Source: an optimization exercise on an open RTL-to-GDS flow (aim: a short achievable clock period and few clock cycles). Production flows keep margins and buffers that such runs may drop. Only simulation tests tie the RTL to the original design; equivalence was not proved. Power and IR drop assume default switching activity.

--- design/flow/design.v ---
module cpusim_alu (
    input  wire [15:0] ix,      
    input  wire [15:0] iy,      
    input  wire        f,       
    input  wire        no,      
    output wire [15:0] out,
    output wire        is_neg,
    output wire        is_zero
);
    wire [15:0] sum = ix + iy;    
    wire [15:0] con = ix & iy;
    wire [15:0] res = f ? sum : con;
    assign out     = no ? ~res : res;
    assign is_neg  = out[15];
    assign is_zero = (out[14:0] == 15'd0);
endmodule
module cpusim_core (
    input  wire        clk,
    input  wire        rst,         
    output wire [15:0] mem_addr,
    output wire        mem_re,
    output wire        mem_we,
    output wire [15:0] mem_wdata,
    input  wire [15:0] mem_rdata
);
    localparam [2:0] OP_STORE  = 3'b000;
    localparam [2:0] OP_LOAD   = 3'b001;
    localparam [2:0] OP_SETLOW = 3'b010;   
    localparam [2:0] OP_SETTOP = 3'b011;   
    localparam [2:0] OP_COPY   = 3'b100;
    localparam [2:0] OP_ALU    = 3'b101;
    reg [15:0] pc;       
    reg [15:0] ir;       
    reg        v;        
    reg [15:0] r2, r3, r4, r5, r6, r7;
    reg [15:0] naddr;    
    reg        rd;       
    reg [15:0] raddr;
    reg        pt;       
    reg [15:0] ix, iy;   
    reg        a_f, a_no;
    wire       exec = v & ~rd;
    wire [2:0] op   = ir[2:0];
    wire [2:0] dst  = ir[8:6];
    wire [2:0] src  = ir[5:3];           
    wire e_st   = exec & (op == OP_STORE);
    wire e_ld   = exec & (op == OP_LOAD);
    wire e_mem  = e_st | e_ld;
    wire e_slow = exec & (op == OP_SETLOW);
    wire e_stop = exec & (op == OP_SETTOP);
    wire e_copy = exec & (op == OP_COPY);
    wire e_alu  = exec & (op == OP_ALU);
    function [15:0] read_reg;
        input [2:0] code;
        begin
            case (code)
                3'd0: read_reg = pc;
                3'd1: read_reg = ir;
                3'd2: read_reg = r2;
                3'd3: read_reg = r3;
                3'd4: read_reg = r4;
                3'd5: read_reg = r5;
                3'd6: read_reg = r6;
                default: read_reg = r7;
            endcase
        end
    endfunction
    wire [15:0] copy_value = read_reg(src);
    wire [15:0] alu_out;
    wire        alu_neg, alu_zero;
    cpusim_alu u_alu (
        .ix (ix), .iy (iy), .f (a_f), .no (a_no),
        .out (alu_out), .is_neg (alu_neg), .is_zero (alu_zero)
    );
    wire is_jump = ((op == OP_COPY) & (dst == 3'd0)) | ((op == OP_ALU) & (src != 3'd0));
    wire taken   = (op == OP_COPY) | ((ir[13] == alu_zero) & (ir[12] == alu_neg));
    wire [15:0] target = ((op == OP_ALU) & (src == 3'd4)) ? alu_out : copy_value;
    wire rd_n = exec & is_jump & (taken ^ pt);
    wire [15:0] raddr_n = pt ? pc : target;
    assign mem_addr  = rd ? raddr : naddr;
    assign mem_we    = e_st;
    assign mem_re    = ~e_st;
    assign mem_wdata = r7;
    wire        fetch = ~e_mem;
    wire [15:0] f     = mem_rdata;        
    wire [15:0] pc_n  = mem_addr + 16'd1;
    wire [15:0] r2n = (e_copy & dst == 3'd2) ? copy_value : r2;
    wire [15:0] r3n = (e_copy & dst == 3'd3) ? copy_value : r3;
    wire [15:0] r4n = (e_copy & dst == 3'd4) ? copy_value : r4;
    wire [15:0] r5n = (e_copy & dst == 3'd5) ? copy_value : r5;
    wire [15:0] r6n = (e_copy & dst == 3'd6) ? copy_value : r6;
    wire [15:0] r7n = (e_copy & dst == 3'd7) ? copy_value :
                      e_slow ? {ir[10:3], r7[7:0]} :
                      e_stop ? {r7[15:8], ir[10:3]} : r7;
    wire [2:0] f_op  = f[2:0];
    wire [2:0] f_src = f[5:3];
    wire f_mem   = (f_op[2:1] == 2'b00);
    wire f_copyj = (f_op == OP_COPY) & (f[8:6] == 3'd0);
    wire f_aluj  = (f_op == OP_ALU) & (f_src != 3'd0) & (f_src != 3'd4) & (f[13:12] != 2'b11);
    wire f_ok    = ~((f_src == 3'd4) & e_alu);
    wire f_pt    = (f_copyj | f_aluj) & f_ok;
    reg [15:0] f_tgt;
    always @(*) begin
        case (f_src)
            3'd0: f_tgt = pc_n;
            3'd1: f_tgt = f;
            3'd2: f_tgt = r2n;
            3'd3: f_tgt = r3n;
            3'd4: f_tgt = r4n;
            3'd5: f_tgt = r5n;
            3'd6: f_tgt = r6n;
            default: f_tgt = r7n;
        endcase
    end
    wire [15:0] ix_z = f[11] ? 16'h0000 : r2n;
    wire [15:0] iy_z = f[9]  ? 16'h0000 : r3n;
    always @(posedge clk) begin
        if (rst) begin
            pc    <= 16'h0000;
            ir    <= 16'h0000;
            v     <= 1'b0;
            r2    <= 16'h0000;
            r3    <= 16'h0000;
            r4    <= 16'h0000;
            r5    <= 16'h0000;
            r6    <= 16'h0000;
            r7    <= 16'h0000;
            naddr <= 16'h0000;
            rd    <= 1'b0;
            raddr <= 16'h0000;
            pt    <= 1'b0;
            ix    <= 16'h0000;
            iy    <= 16'h0000;
            a_f   <= 1'b0;
            a_no  <= 1'b0;
        end else begin
            if (e_ld) r6 <= mem_rdata;
            r7 <= r7n;
            if (e_copy) begin
                case (dst)
                    3'd2: r2 <= copy_value;
                    3'd3: r3 <= copy_value;
                    3'd4: r4 <= copy_value;
                    3'd5: r5 <= copy_value;
                    3'd6: r6 <= copy_value;
                    default: ;
                endcase
            end
            if (e_alu) r4 <= alu_out;
            rd    <= rd_n;
            raddr <= raddr_n;
            if (fetch) begin
                ir    <= f;
                v     <= 1'b1;
                pc    <= pc_n;
                pt    <= f_pt;
                naddr <= f_mem ? r5n : (f_pt ? f_tgt : pc_n);
                ix    <= f[10] ? ~ix_z : ix_z;
                iy    <= f[8]  ? ~iy_z : iy_z;
                a_f   <= f[7];
                a_no  <= f[6];
            end else begin
                v     <= 1'b0;
                naddr <= pc;
            end
        end
    end
endmodule
--- design/flow/run.sh ---
#!/bin/bash
# synth_recipe.tcl (not shown) runs the flow's synth.tcl, then flattens the netlist and writes it again
# the make line also repeats each setting of config.mk as NAME=value (left out here)
make -C /OpenROAD-flow-scripts/flow DESIGN_CONFIG=/design/flow/config.mk WORK_HOME=/design/flow/orfs CLKGATE_MAP_FILE= SYNTH_SCRIPT=/design/flow/synth_recipe.tcl finish
--- design/flow/config.mk ---
export PLATFORM = sky130hd
export DESIGN_NAME = cpusim_core
export DESIGN_NICKNAME = cpusim_core
export VERILOG_FILES = /design/flow/design.v
export SDC_FILE = /design/flow/constraint.sdc
export NUM_CORES = 4
export LEC_CHECK = 0
export ABC_CLOCK_PERIOD_IN_PS = 2000
export CAP_MARGIN = 20
export CORE_MARGIN = 2
export CORE_UTILIZATION = 40
export SETUP_SLACK_MARGIN = 4.5
export SLEW_MARGIN = 20
--- design/flow/constraint.sdc ---
create_clock -name core_clock -period 7.0 [get_ports {clk}]
set_input_delay 1.4000 -clock core_clock [delete_from_list [all_inputs] [get_ports {clk}]]
set_output_delay 1.4000 -clock core_clock [all_outputs]
set_load 0.01 [all_outputs]
==> results.sh <==
export IMPL_outcome="complete, no violations"
export IMPL_crit_required_ns=7.33
export IMPL_grt_pass1_wl_mm=86.1
export IMPL_start_util=0.406
export IMPL_dp_hpwl_mm=35.2
export IMPL_via_per_inst=6.69
export IMPL_ys_seq_area_frac=0.324
export IMPL_syn_cell_area_mm2=0.0120
export IMPL_post_place_ws_ns=2.48
export IMPL_ff2ff_path_depth=13
export IMPL_routabilityCongestion=0.971
export IMPL_cts_sinks=195
export IMPL_startpoint="iy[0]"
export IMPL_critPathKind="reg -> reg"
export IMPL_vias=15200
export IMPL_holdCritPathClass="reg -> reg"
export IMPL_dieHeight_um=177
export IMPL_ys_types=72
export IMPL_avgSynthCellArea_um2=7.54
export IMPL_hold_depth=2
export IMPL_vdd_drop_max_mv=0.180
export IMPL_layout_nets=1903
export IMPL_worst_slew_pin_slew_ns=0.924
export IMPL_root_buffer="clkbuf_16"
export IMPL_critPathCaptureType="register"
export IMPL_cts_max_level=4
export IMPL_crit_path_max_fanout=5
export IMPL_route_final_wire_length_mm=64.9
export IMPL_grt_max_degree=124
export IMPL_cts_buffer_depth=2
export IMPL_synthArstFlopShare=0
export IMPL_leakagePower_nw=7.34
export IMPL_synth_edf_count=0
export IMPL_drtIter0Drc=2719
export IMPL_rsz0062_at_grt="yes"
export IMPL_layout_setup_ws_ns=3.43
export IMPL_ys_warn_count=1
export IMPL_postCtsHoldBufs=0
export IMPL_drc=0
export IMPL_grt_pass1_vias=13400
export IMPL_synth_main_ff_cell="dfxtp_1"
export IMPL_drv_slew=0
export IMPL_placed_cells=1929
export IMPL_setup_tns_ns=0
export IMPL_fin_cells=2271
export IMPL_ioPinCount=52
export IMPL_cellPowerDensity_mw_per_mm2=167
export IMPL_r2r_start="iy[0]"
export IMPL_gr_total_overflow=0
export IMPL_area_growth_pct=61.2
export IMPL_cts_tree="done"
export IMPL_dieWidth_um=177
export IMPL_cp_slowest_cell="or4_4"
export IMPL_setup_viol=0
export IMPL_ys_seq_elements=195
export IMPL_synth_fp_nets=1631
export IMPL_fmax_ghz=0.280
export IMPL_firstDrtPassIters=7
export IMPL_min_from="ir[11]"
export IMPL_place_port_buffers=51
export IMPL_syn_inst=1595
export IMPL_core_area_mm2=0.0296
export IMPL_wire_per_inst_um=28.6
export IMPL_finalHoldViolCount=0
export IMPL_insertion_delay_ns=0.46
export IMPL_rows=63
export IMPL_skew_ns=0.0185
export IMPL_utilization=0.654
export IMPL_clk_pin_slew_ns=0.08
export IMPL_drive_gt1_frac=0.427
export IMPL_max_slew_margin_rel=0.384
export IMPL_ant_nets=0
export IMPL_grtUsageTotal=0.374
export IMPL_min_period_over_period=0.509
export IMPL_drv_cap=0
export IMPL_dieArea_mm2=0.0315
export IMPL_antenna_found_initial=1
export IMPL_crit_chain="ha_4 -> fa_2 -> a21o_4 -> nor4b_2 -> nor4_2 -> xnor2_1 -> nor4b_2 -> nand4b_1 -> or4_4 -> o21a_1 -> o31ai_2 -> xnor2_1 -> nor3_2"
export IMPL_finalCriticalPeriod_ns=3.57
export IMPL_cts_buffers_inserted=17
export IMPL_slowest_delay_ns=0.54
export IMPL_worst_setup_path_start_kind="register"
export IMPL_crit_arrival_ns=3.89
==> critical path: cells and delay by family, from the launching register on <==
kind / cells / cell delay, ns
simple gates: 6 / 1.55
compound gates: 3 / 0.66
fa+ha+maj: 2 / 0.55
xor+xnor: 2 / 0.34
flops: 1 / 0.34
==> metal layers <==
metal	track usage	vias up	share of wire	wire length [um]
met3	0.0996	415	0.12	7770
met4	0.257	0	0.086	5600
li1	-	6270	-	-
met5	0	-	0	0
met2	0.557	1315	0.43	27800
met1	0.469	7187	0.37	23700
==> where the power goes <==
part | internal (mW) | switching, mW
Clock | 0.506 | 0.501
Combinational | 0.429 | 0.585
Sequential | 1.16 | 0.0589
Total | 2.09 | 1.14
==> logic make-up after synthesis <==
logic type | synth area share
xor gates and xnor gates | 0.0437
AOI/OAI and AO/OA | 0.241
adders and majority gates | 0.0193
DFF | 0.324
muxes | 0.0996
and+or+nand+nor | 0.218
buffers and inverters | 0.0532
==> cell usage after synthesis, drive strengths merged, types with 8 or more instances <==
master    n  share of area
o22ai    23          0.012
inv      28         0.0087
nand3    39          0.016
ha       17          0.018
nor2b    20          0.010
nand2b   10         0.0052
dfxtp   195           0.32
a21o      9         0.0056
a311oi   12         0.0087
mux2     18          0.017
clkbuf  114          0.036
and3     10         0.0052
buf      24         0.0086
a211oi   73          0.046
nand2   162          0.051
a31oi    17         0.0088
mux2i    95          0.079
o22a      8         0.0058
a22oi     8         0.0050
o211ai   10         0.0062
a221oi   15          0.011
nor2    277          0.086
xnor2    53          0.039
nor4      9         0.0047
nor3     22         0.0096
or2       8         0.0042
a21oi   145          0.060
o21ai    56          0.023
and2     12         0.0062
==> per-stage QoR <==
stage	instance area, um2	hold WS (ns)	power, mW
after floorplan	12500	0.432	1.63
after global placement	13100	0.450	1.84
after detailed placement	13100	0.449	1.84
after CTS	17200	0.461	3.05
after global routing	19400	0.478	3.31
final	19400	0.469	3.24
==> path summary, 6_finish.rpt <==
check	end	slack (ns)
min reg2reg	ir[11]	0.47
max reg2reg	rd	3.43
min	ir[11]	0.47
max	rd	3.43
==> final cells by class <==
class                           instances  area, um2
Clock inverter                         13        121
Timing Repair inverter                  2       23.8
Tap cell                              390        488
Sequential cell                       195       3960
Timing Repair Buffer                  386       4200
Clock buffer                           19        443
Antenna cell                            1       2.50
Inverter                               28        136
Fill cell                            2290      10200
Multi-Input combinational cell       1237      10000
==> repair_timing <==
action | CTS | global route
gates cloned | 16 | 2
resized for setup | 562 | 279
endpoints found under the hold margin | 0 | 0
setup endpoints to repair | 221 | 138
pin swaps | 87 | 131
setup buffers | 160 | 131
==> layout by cell type, fill, tap and decap left out, drive strengths merged, types with 11 or more instances in the layout <==
cell,n
a211oi,73
nor2,277
a221oi,15
xnor2,53
a31oi,17
inv,30
buf,348
nor2b,20
a21oi,146
o22ai,23
dfxtp,195
nand2,162
bufbuf,11
a311oi,12
mux2,18
ha,17
nand3,39
clkbuf,27
mux2i,95
and2,12
nor3,22
o21ai,56
clkdlybuf4s15,13
Testbench counts, summed over its fixed seeds: cycles 38,303.

[port drivers added, routing unchanged]
Ports are ideal in the flow. The routed layout listed here was re-timed in OpenROAD.
Step 1 assumes that a clkbuf_16 drives the clock port and a buf_2 every other input.
Step 2 also shifts input and output timing later by t, the mid clock arrival at the registers, as if the neighbouring blocks saw the same clock.
Slacks: no drivers / after step 1 / after step 2; pairs: no drivers / after step 1.
shift t [ns]: 0.510
slack for setup (ns): 3.434 / 3.434 / 3.434
hold WS [ns]: 0.469 / 0.469 / 0.469
worst register clock-pin slew, ns: 0.08 / 0.08
cell pins on the clock port's net: 1
After both steps setup and hold are still met in this run. The setup slack of this run moves by 0.000 ns with the drivers and by 0.000 ns with both steps.
